Background: an optimization exercise with open tools, aiming at small area, a short achievable clock period and few clock cycles. Do not read the settings as production practice.
Function was checked by simulation only, so behaviour that the tests miss may differ from the original.
Power figures rest on the tool's default switching activity, not on a simulated workload.

**flow/config.mk**
```make
export PLATFORM = sky130hd
export DESIGN_NAME = gsh_core
export DESIGN_NICKNAME = gsh_core
export VERILOG_FILES = /design/flow/design.v
export SDC_FILE = /design/flow/constraint.sdc
export NUM_CORES = 4
export LEC_CHECK = 0
export CAP_MARGIN = 20
export CORE_MARGIN = 2
export CORE_UTILIZATION = 35
export SLEW_MARGIN = 20
```
**flow/run.sh**
```bash
#!/bin/bash
# synth_recipe.tcl (not shown) runs the flow's synth.tcl, then flattens the netlist and writes it again
# the make line also repeats each setting of config.mk as NAME=value (left out here)
make -C /OpenROAD-flow-scripts/flow DESIGN_CONFIG=/design/flow/config.mk WORK_HOME=/design/flow/orfs CLKGATE_MAP_FILE= SYNTH_SCRIPT=/design/flow/synth_recipe.tcl finish
```
**flow/constraint.sdc**
```tcl
create_clock -name core_clock -period 10.0 [get_ports {clk}]
set_input_delay 2.0000 -clock core_clock [delete_from_list [all_inputs] [get_ports {clk}]]
set_output_delay 2.0000 -clock core_clock [all_outputs]
set_load 0.01 [all_outputs]
```
**flow/design.v**
```verilog
module gsh_core (
    input  wire        clk,
    input  wire        rst,           
    input  wire        req_valid,
    output wire        req_ready,
    input  wire        req_we,
    input  wire [18:0] req_addr,
    input  wire [31:0] req_wdata,
    output reg         rsp_valid,
    output wire [31:0] rsp_rdata
);
    localparam ST_OK        = 3'd0;
    localparam ST_OUT_RANGE = 3'd1;
    localparam ST_MALFORMED = 3'd2;
    localparam ST_TRUNCATED = 3'd3;
    localparam ST_LEN_OVF   = 3'd4;
    localparam ST_ILLEGAL   = 3'd5;
    localparam E_SETU16 = 3'd1;
    localparam E_GETU16 = 3'd2;
    localparam E_SETSTR = 3'd3;
    localparam E_GETSTR = 3'd4;
    localparam E_CRC    = 3'd5;
    localparam E_ENC    = 3'd6;
    localparam E_DEC    = 3'd7;
    reg  [2:0]  code;
    reg         sticky;
    reg  [4:0]  msg_len;     
    reg  [4:0]  frm_len;     
    reg  [15:0] data_r;
    reg  [15:0] count_r;
    reg  [7:0]  xor1;
    reg  [7:0]  xor2;
    reg  [15:0] crc_r;       
    reg  [447:0] mem;        
    reg         busy;
    reg         sv;          
    reg         swe;
    reg         sreg;        
    reg         sbuf;        
    reg  [5:0]  sba;
    reg  [31:0] sw;
    assign req_ready = !busy;
    wire acc_req = req_valid && !busy;
    wire a_reg = (req_addr[18:6] == 13'd0) && (req_addr[1:0] == 2'd0) && (req_addr[5:2] <= 4'd9);
    wire a_msg = (req_addr[18:16] == 3'd1) && (req_addr[15:4] == 12'd0);
    wire a_str = (req_addr[18:16] == 3'd2) && (req_addr[15:4] == 12'd0);
    wire a_frm = (req_addr[18:17] == 2'b10) && (req_addr[16:5] == 12'd0) && (req_addr[4:3] != 2'b11);
    wire [5:0] a_ba = a_frm ? {1'b1, req_addr[4:0]} :
                      a_str ? {2'b01, req_addr[3:0]} :
                      a_msg ? {2'b00, req_addr[3:0]} : {2'b00, req_addr[5:2]};
    wire [7:0] a_opc = req_wdata[31:24];
    wire a_multi = req_we && (req_addr[18:0] == 19'd0) &&
                   (a_opc == 8'h12 || a_opc == 8'h13 || a_opc == 8'h14 || a_opc == 8'h15 ||
                    a_opc == 8'h20 || a_opc == 8'h30 || a_opc == 8'h32);
    always @(posedge clk) begin
        if (acc_req) begin
            swe  <= req_we;
            sreg <= a_reg;
            sbuf <= a_msg | a_str | a_frm;
            sba  <= a_ba;
            sw   <= req_wdata;
        end
    end
    reg  [5:0] r_ba;
    wire [7:0] r1 = mem[{r_ba, 3'd0} +: 8];
    wire [127:0] msg_v = mem[127:0];
    wire [127:0] frb_v = mem[8*35 +: 128];
    reg        erun;
    reg [2:0]  eop;
    reg [4:0]  ej;
    reg [4:0]  ejl;          
    wire [7:0]  opc  = sw[31:24];
    wire [15:0] op_a = sw[23:8];
    wire [7:0]  op_b = sw[7:0];
    wire [23:0] op_l = sw[23:0];
    wire c_first = sv && swe && sreg && (sba[3:0] == 4'd0);
    reg legal;
    always @(*) begin
        case (opc)
            8'h01, 8'h02, 8'h11, 8'h12, 8'h13, 8'h14, 8'h15:
                legal = (op_b == 8'd0);
            8'h10, 8'h31:
                legal = 1'b1;
            8'h20, 8'h30, 8'h32:
                legal = (op_l == 24'd0);
            8'h21:
                legal = (op_a == 16'd0);
            default:
                legal = 1'b0;
        endcase
    end
    wire a_hi   = (op_a[15:5] != 11'd0);
    wire a_gt16 = a_hi || (op_a[4:0] > 5'd16);
    wire oor_1  = a_hi || (op_a[4:0] >= msg_len);
    wire [5:0] a_p1 = {1'b0, op_a[4:0]} + 6'd1;
    wire oor_2  = a_hi || (a_p1 >= {1'b0, msg_len});
    wire [5:0] a_pc = {1'b0, op_a[4:0]} + {1'b0, count_r[4:0]};
    wire oor_s  = a_hi || (count_r[15:5] != 11'd0) || (a_pc >= {1'b0, msg_len});
    wire [15:0] dec_n   = {mem[8*33 +: 8], mem[8*34 +: 8]};
    wire        dec_mal = (frm_len < 5'd8);
    wire [4:0]  flm8    = frm_len - 5'd8;
    wire        dec_tr  = (dec_n[15:5] != 11'd0) || (dec_n[4:0] > flm8);
    wire [4:0] enc_last = ((msg_len > 5'd6) ? msg_len : 5'd6) + 5'd1;
    function [15:0] crc_byte;
        input [15:0] a;
        input [7:0]  d;
        integer k;
        reg [15:0] x;
        begin
            x = a ^ {8'd0, d};
            for (k = 0; k < 8; k = k + 1)
                x = x[0] ? ((x >> 1) ^ 16'hA001) : (x >> 1);
            crc_byte = x;
        end
    endfunction
    reg        n_run;        
    reg [2:0]  n_op;
    reg [4:0]  n_jl;
    reg        w_en;         
    reg [5:0]  w_ba;
    reg [7:0]  w_d;
    reg        p_msg;        
    reg        p_frm;        
    reg [4:0]  p_len;
    reg        p_selm, p_self;
    reg [7:0]  p_key;
    reg        crc_en;
    reg        crc_one;      
    reg [15:0] crc_in;
    reg [7:0]  crc_d;
    reg        st_en;
    reg [2:0]  st_c;
    wire [4:0] ejn = ej + 5'd1;
    always @(*) begin
        n_run  = 1'b0;
        n_op   = eop;
        n_jl   = ejl;
        w_en   = 1'b0;
        w_ba   = sba;
        w_d    = sw[7:0];
        p_msg  = 1'b0;
        p_frm  = 1'b0;
        p_len  = msg_len;
        p_selm = 1'b1;
        p_self = 1'b0;
        p_key  = op_b;
        crc_en = 1'b0;
        crc_one = 1'b0;
        crc_in = crc_r;
        crc_d  = r1;
        st_en  = 1'b0;
        st_c   = ST_OK;
        r_ba   = sba;
        if (erun) begin
            case (eop)
            E_SETU16: begin
                w_en  = 1'b1;
                w_ba  = {2'b00, a_p1[3:0]};
                w_d   = data_r[7:0];
            end
            E_GETU16: begin
                r_ba  = {2'b00, a_p1[3:0]};
            end
            E_SETSTR: begin
                r_ba  = {2'b01, ej[3:0]};
                w_en  = 1'b1;
                w_ba  = {2'b00, op_a[3:0] + ej[3:0]};
                w_d   = r1;
            end
            E_GETSTR: begin
                r_ba  = {2'b00, op_a[3:0] + ej[3:0]};
                w_en  = 1'b1;
                w_ba  = {2'b01, ej[3:0]};
                w_d   = r1;
            end
            E_CRC: begin
                r_ba   = {2'b00, ej[3:0]};
                crc_en = 1'b1;
            end
            E_ENC: begin
                r_ba   = {2'b00, ej[3:0]};
                crc_d  = r1 ^ xor2;
                crc_en = (ej < msg_len);
                p_key  = xor1 ^ xor2 ^ crc_r[15:8];
                case (ej)
                    5'd1: begin w_en = 1'b1; w_ba = 6'd33; w_d = 8'd0; end
                    5'd2: begin w_en = 1'b1; w_ba = 6'd34; w_d = {3'd0, msg_len}; end
                    5'd3: begin w_en = 1'b1; w_ba = 6'd37 + msg_len; w_d = xor2; end
                    5'd4: begin w_en = 1'b1; w_ba = 6'd38 + msg_len; w_d = xor2 ^ {3'd0, msg_len}; end
                    5'd5: begin w_en = 1'b1; w_ba = 6'd39 + msg_len; w_d = 8'd0; end
                    default: ;
                endcase
                if (ej == ejl - 5'd1) begin
                    p_msg = 1'b1;
                    p_frm = 1'b1;
                    w_en  = 1'b1;
                    w_ba  = 6'd35 + msg_len;
                    w_d   = crc_r[15:8];
                end
                if (ej == ejl) begin
                    w_en  = 1'b1;
                    w_ba  = 6'd36 + msg_len;
                    w_d   = crc_r[7:0];
                end
            end
            E_DEC: begin
                case (ej)
                    5'd1: r_ba = 6'd36 + msg_len;
                    5'd2: r_ba = 6'd38 + msg_len;
                    default: r_ba = 6'd35 + msg_len;
                endcase
                if (ej == 5'd3) begin
                    p_msg  = 1'b1;
                    p_frm  = 1'b1;
                    p_selm = 1'b0;
                    p_self = 1'b1;
                    p_key  = xor1 ^ xor2 ^ crc_r[15:8];
                end
            end
            default: ;
            endcase
            if (ej != ejl) begin
                n_run = 1'b1;
            end else begin
                st_en = 1'b1;
            end
        end else if (sv && swe && sbuf) begin
            w_en = 1'b1;
        end else if (c_first) begin
            st_en = 1'b1;
            if (!legal) begin
                st_c = ST_ILLEGAL;
            end else begin
                case (opc)
                8'h01: begin  
                    if (a_gt16) st_c = ST_LEN_OVF;
                    else begin
                        p_msg  = 1'b1;
                        p_len  = op_a[4:0];
                        p_selm = 1'b0;
                        p_key  = 8'd0;
                    end
                end
                8'h02: if (a_gt16) st_c = ST_LEN_OVF;
                8'h10: begin  
                    if (oor_1) st_c = ST_OUT_RANGE;
                    else begin
                        w_en = 1'b1;
                        w_ba = {2'b00, op_a[3:0]};
                        w_d  = op_b;
                    end
                end
                8'h11: begin  
                    r_ba = {2'b00, op_a[3:0]};
                    if (oor_1) st_c = ST_OUT_RANGE;
                end
                8'h12: begin  
                    if (oor_2) st_c = ST_OUT_RANGE;
                    else begin
                        w_en = 1'b1;
                        w_ba = {2'b00, op_a[3:0]};
                        w_d  = data_r[15:8];
                        st_en = 1'b0;
                        n_run = 1'b1; n_op = E_SETU16; n_jl = 5'd1;
                    end
                end
                8'h13: begin  
                    r_ba = {2'b00, op_a[3:0]};
                    if (oor_2) st_c = ST_OUT_RANGE;
                    else begin
                        st_en = 1'b0;
                        n_run = 1'b1; n_op = E_GETU16; n_jl = 5'd1;
                    end
                end
                8'h14: begin  
                    r_ba = 6'd16;
                    if (oor_s) st_c = ST_OUT_RANGE;
                    else if (count_r[4:0] != 5'd0) begin
                        w_en = 1'b1;
                        w_ba = {2'b00, op_a[3:0]};
                        w_d  = r1;
                        if (count_r[4:0] != 5'd1) begin
                            st_en = 1'b0;
                            n_run = 1'b1; n_op = E_SETSTR; n_jl = count_r[4:0] - 5'd1;
                        end
                    end
                end
                8'h15: begin  
                    r_ba = {2'b00, op_a[3:0]};
                    if (oor_s) st_c = ST_OUT_RANGE;
                    else if (count_r[4:0] != 5'd0) begin
                        w_en = 1'b1;
                        w_ba = 6'd16;
                        w_d  = r1;
                        if (count_r[4:0] != 5'd1) begin
                            st_en = 1'b0;
                            n_run = 1'b1; n_op = E_GETSTR; n_jl = count_r[4:0] - 5'd1;
                        end
                    end
                end
                8'h20: begin  
                    r_ba   = 6'd0;
                    crc_in = 16'hFFFF;
                    crc_en = (msg_len != 5'd0);
                    crc_one = 1'b1;
                    if (msg_len > 5'd1) begin
                        st_en = 1'b0;
                        n_run = 1'b1; n_op = E_CRC; n_jl = msg_len - 5'd1;
                    end
                end
                8'h21: begin  
                    p_msg = 1'b1;
                end
                8'h30: begin  
                    r_ba   = 6'd0;
                    crc_in = 16'hFFFF;
                    crc_d  = r1 ^ xor2;
                    crc_en = (msg_len != 5'd0);
                    crc_one = 1'b1;
                    w_en   = 1'b1;
                    w_ba   = 6'd32;
                    w_d    = xor1;
                    st_en  = 1'b0;
                    n_run  = 1'b1; n_op = E_ENC; n_jl = enc_last;
                end
                8'h31: if (op_l > 24'd24) st_c = ST_LEN_OVF;
                8'h32: begin  
                    r_ba = 6'd35 + {1'b0, dec_n[4:0]};
                    if (dec_mal) st_c = ST_MALFORMED;
                    else if (dec_tr) st_c = ST_TRUNCATED;
                    else begin
                        st_en = 1'b0;
                        n_run = 1'b1; n_op = E_DEC; n_jl = 5'd3;
                    end
                end
                default: st_c = ST_ILLEGAL;
                endcase
            end
        end
    end
    wire [127:0] p_t = (({128{p_selm}} & msg_v) | ({128{p_self}} & frb_v)) ^ {16{p_key}};
    integer b;
    always @(posedge clk) begin
        for (b = 0; b < 56; b = b + 1) begin
            if (b < 16 && p_msg && b < p_len)
                mem[8*b +: 8] <= p_t[8*b +: 8];
            else if (b >= 35 && b < 51 && p_frm && (b - 35) < p_len)
                mem[8*b +: 8] <= p_t[8*(b-35) +: 8];
            else if (w_en && w_ba == b)
                mem[8*b +: 8] <= w_d;
        end
    end
    reg [15:0] rd_q;
    reg [15:0] reg_val;
    always @(*) begin
        case (sba[3:0])
            4'd1: reg_val = {8'd0, sticky, 4'd0, code};
            4'd2: reg_val = {11'd0, msg_len};
            4'd3: reg_val = {11'd0, frm_len};
            4'd4: reg_val = data_r;
            4'd5: reg_val = count_r;
            4'd6: reg_val = {8'd0, xor1};
            4'd7: reg_val = {8'd0, xor2};
            4'd8: reg_val = crc_r;
            4'd9: reg_val = 16'd16;
            default: reg_val = 16'd0;
        endcase
    end
    always @(posedge clk) begin
        if (sv && !swe)
            rd_q <= sreg ? reg_val : (sbuf ? {8'd0, r1} : 16'd0);
    end
    assign rsp_rdata = {16'd0, rd_q};
    always @(posedge clk) begin
        if (rst) begin
            busy      <= 1'b0;
            sv        <= 1'b0;
            rsp_valid <= 1'b0;
            erun      <= 1'b0;
            code      <= ST_OK;
            sticky    <= 1'b0;
            msg_len   <= 5'd0;
            frm_len   <= 5'd0;
            data_r    <= 16'd0;
            count_r   <= 16'd0;
            xor1      <= 8'd0;
            xor2      <= 8'd0;
            crc_r     <= 16'd0;
        end else begin
            sv        <= acc_req;
            rsp_valid <= sv && !swe;
            erun      <= n_run;
            busy      <= (acc_req && a_multi) || (n_run && (erun ? (ejn != ejl) : (n_jl != 5'd1)));
            if (st_en) begin
                code <= st_c;
                if (st_c != ST_OK) sticky <= 1'b1;
            end
            if (crc_en)
                crc_r <= crc_byte(crc_in, crc_d);
            else if (crc_one)
                crc_r <= 16'hFFFF;
            if (sv && swe && sreg) begin
                case (sba[3:0])
                    4'd1: if (sw[7]) sticky <= 1'b0;
                    4'd4: data_r  <= sw[15:0];
                    4'd5: count_r <= sw[15:0];
                    4'd6: xor1    <= sw[7:0];
                    4'd7: xor2    <= sw[7:0];
                    default: ;
                endcase
            end
            if (c_first && legal) begin
                case (opc)
                    8'h01, 8'h02: if (!a_gt16) msg_len <= op_a[4:0];
                    8'h11: if (!oor_1) data_r <= {8'd0, r1};
                    8'h13: if (!oor_2) data_r[15:8] <= r1;
                    8'h31: if (op_l <= 24'd24) frm_len <= op_l[4:0];
                    8'h32: begin
                        if (dec_mal || dec_tr) begin
                            msg_len <= 5'd0;
                            xor1    <= 8'd0;
                            xor2    <= 8'd0;
                            crc_r   <= 16'd0;
                        end else begin
                            msg_len <= dec_n[4:0];
                            xor1    <= mem[8*32 +: 8];
                            crc_r[15:8] <= r1;
                        end
                    end
                    default: ;
                endcase
            end
            if (erun) begin
                case (eop)
                    E_GETU16: data_r[7:0] <= r1;
                    E_ENC: if (ej == ejl) frm_len <= msg_len + 5'd8;
                    E_DEC: begin
                        if (ej == 5'd1) crc_r[7:0] <= r1;
                        if (ej == 5'd2) xor2 <= r1 ^ {3'd0, msg_len};
                    end
                    default: ;
                endcase
            end
        end
    end
    always @(posedge clk) begin
        eop <= n_op;
        ejl <= n_jl;
        ej  <= erun ? ejn : 5'd1;
    end
endmodule
```
==> notes.md <==
worst max-delay path, delay by kind of cell (launching register included):
kind                   cells  cell delay [ns]
AND/OR/NAND/NOR           10             5.34
flip-flops                 1             0.82
AO/OA/AOI/OAI              1             0.50
multiplexers               1             0.35
buffers and inverters      1             0.24
sequential cells by signal, summed over array words and instances, names as in the netlist, 3 cells and up:
name / cells
xor1: 8
ejl: 5
crc_r: 16
eop: 3
code: 3
rd_q: 16
frm_len: 5
xor2: 8
mem: 448
msg_len: 5
sw: 32
count_r: 16
ej: 5
sba: 6
data_r: 16
cells in the final DEF, fill, tap and decap left out, types with 60 or more instances in the layout:
master             n
mux2i_1          433
edfxtp_1         508
nand3_1          107
clkdlybuf4s50_1   71
ha_1              60
xnor2_1          179
nand2_1          422
and3_1           149
nor2_1           246
o21ai_0          116
buf_4            104
dfxtp_1           91
a21oi_1          310
clkbuf_16         73
cells in the mapped netlist, types with 39 or more instances:
cell type / instances / area (um^2)
o21ai_0: 122 / 611
clkbuf_1: 204 / 766
nand2_1: 422 / 1580
inv_1: 43 / 161
a211oi_1: 45 / 338
a31oi_1: 39 / 244
nand3_1: 107 / 536
edfxtp_1: 508 / 15300
nor2_1: 248 / 931
nor3_1: 48 / 240
xnor2_1: 179 / 1570
ha_1: 60 / 751
and3_1: 149 / 932
dfxtp_1: 92 / 1840
a21oi_1: 320 / 1600
mux2i_1: 433 / 4330
kinds of logic after synthesis:
family	after synthesis
AND/OR/NAND/NOR	1144
AO/OA/AOI/OAI	826
flip-flops	600
multiplexers	446
buffers and inverters	343
XOR/XNOR	214
adder cells (fa/ha/maj)	63
other	1
cell type report:
type	instances	area (um^2)	share of cell area
clock buffers	84	1870	0.0453
flip-flops and latches	600	17100	0.415
clock inverters	40	443	0.0107
well taps	1380	1730	0.0419
diodes	1	2.50	0.0000607
multi-input cells	2709	18300	0.443
inverters	48	180	0.00437
repair buffers	182	1650	0.0399
metal layers:
layer  part of all wire  vias to the layer above
li1                   -                    13419
met1               0.40                    15271
met2               0.44                     1982
met3               0.11                      382
met4              0.056                        2
met5           0.000090                        -
metrics by stage:
step                      area, um^2  power, W  hold slack (ns)  instances
final                          41200   0.00589            0.487       5044
after CTS                      41200   0.00590            0.481       5042
after global routing           41200   0.00602            0.500       5043
after detailed placement       38900   0.00329            0.470       4918
after floorplan                36600   0.00310            0.443       3652
after global placement         38800   0.00328            0.462       4914
path summary, 6_finish.rpt:
| kind | endpoint | cells past startpoint | startpoint | slack [ns] |
|---|---|---|---|---|
| max | mem[81] | 13 | sba[2] | 2.34 |
| min | count_r[13] | 2 | count_r[13] | 0.49 |
| max reg2reg | mem[81] | 13 | sba[2] | 2.34 |
| min reg2reg | count_r[13] | 2 | count_r[13] | 0.49 |
power groups by stage:
stage               combinational, W  clock [W]  sequential [W]
finish                      0.000515    0.00264         0.00274
global placement            0.000488          0         0.00279
CTS                         0.000500    0.00266         0.00274
floorplan                   0.000318          0         0.00278
global route                0.000538    0.00275         0.00274
detailed placement          0.000498          0         0.00279
==> notes.md <==
Post-Synth Simple-Gate Area=0.147; Vias/cell=6.16; Tmin final=7.66 ns; Final Slew Violations=0; Initial DRC Count=4107; Max-slew headroom=0.193; Yosys Warn Count=81; Post-Synth Adder-Cell Area=0.0222; crit path launch type=flip-flop; Seq cells post-synth=600; Max Cap Viol=0; pin count of the biggest net entering global routing=78; Final nets=3729; Port Buf Inserts=72; pwr/cell area=143 mW/mm^2; clock latency on the worst-skew pair=0.65 ns; Synth cell types=98; asr flop ratio synth=0; final-layout fill cell count=10016; Int Pwr=0.00443 W; met1 Use GR=0.352; final core utilization=0.398; grt ovf=0; most used cell along the critical path=nand2_1; layout cell share with drive strength beyond 1=0.0794; TritonCTS sink count=600; H-tree depth=3; unrepaired setup endpoints after global routing=false; Critical Path AT=7.91 ns; sw frac=0.249; DR WL/cell=28.7 um; Synth Area in Compound Gates=0.145; clk slew on worst S/H paths=0.06 ns; Seq/Total Area, Yosys=0.468; DRC Markers=0; CTS tree=yes; sequential power share=0.465; DR vias=31056; EDFF count, synth=508; Core Box Area=0.103 mm^2; vias in the first global route=29629; Place WS=2.51 ns; total wire length=145000 um; Peak Freq=0.131 GHz; IO Count=89; clock share of power=0.447; global routing's busiest layer=met2; Longest Clk Path Bufs=3; Peak supply drop=0.000108 V; grt met3 use=0.0526; DIE AREA=0.107 mm^2; Initial Util=0.353; Worst Path Required=10.25 ns; CTS resizes=0; die width=327 um; slowest stage cell, crit path=nor2b_1; Max FO, Critical Path=21; dpl hpwl=101000 um; mux cell area share after synthesis=0.123; root buffer cell=clkbuf_16; first-pass GRT wire length=210000 um; Period Utilization, post-route=0.766; CP cell instances=or4_1 > nor3_1 > nand2_1 > nor2_1 > nand3_1 > nor2_1 > mux2i_1 > nand2_1 > nand2_1 > nor2b_1 > buf_4 > nor2b_1 > o21bai_1; gr usage total=0.264; status=timing/DRC/antenna clean; main combinational cell family by area after synthesis=simple AND/OR/NAND/NOR gates; PnR worst setup slack=2.34 ns; number of antenna violations at the first check in global routing=2; Hold Buf Count CTS=0; Final GP Congestion=1.02; Final ANT Viol Nets=0; CP Capture Type=flip-flop; Fin. Hold Viols=0; post-CTS setup buffer count=0; synthesized area=0.0365 mm^2; Post-Syn Area per Cell=10.0 um^2; endpoints failing setup=0; Die H=327 um; Core Rows=118; clock skew=0.0372 ns; setup TNS=0 ns; max incr delay on CP=0.87 ns; Setup Crit Path Kind=reg -> reg; ys flop type=edfxtp_1; Synth Area in XOR/XNOR=0.0529; Hold WC Path Type=reg -> reg; Layout area overhead=12.9%; actual slew at the worst max-slew pin=1.21 ns; Logic pwr share=0.087; Leak=15.0 nW; sw power=0.00147 W; grt met2 use=0.405; 1st-pass router iterations=6; CTS buffer count=70; Cells after Synth=3637
Testbench counts, summed over its fixed seeds: cycles 16,269.

-- re-timing with driven ports --
Ports are ideal in the flow. The routed layout listed here was re-timed in OpenROAD.
Step 1 assumes that a clkbuf_16 drives the clock port and a buf_2 every other input.
Step 2 times the ports against the registers' clock, not the clock port: input delays grow and output delays shrink by t, the midpoint of the rising clock arrivals with the driver on.
Three values: ideal ports, drivers, drivers and shift; two values: the first two.
shift t [ns]: 0.703
slack for setup (ns): 2.338 / 2.338 / 2.338
worst setup path after step 2: register to register
worst register clock-pin slew, ns: 0.07 / 0.07
After both steps setup and hold are still met in this run. For this run, drivers alone change the setup slack by 0.000 ns; drivers and shift together by 0.000 ns.
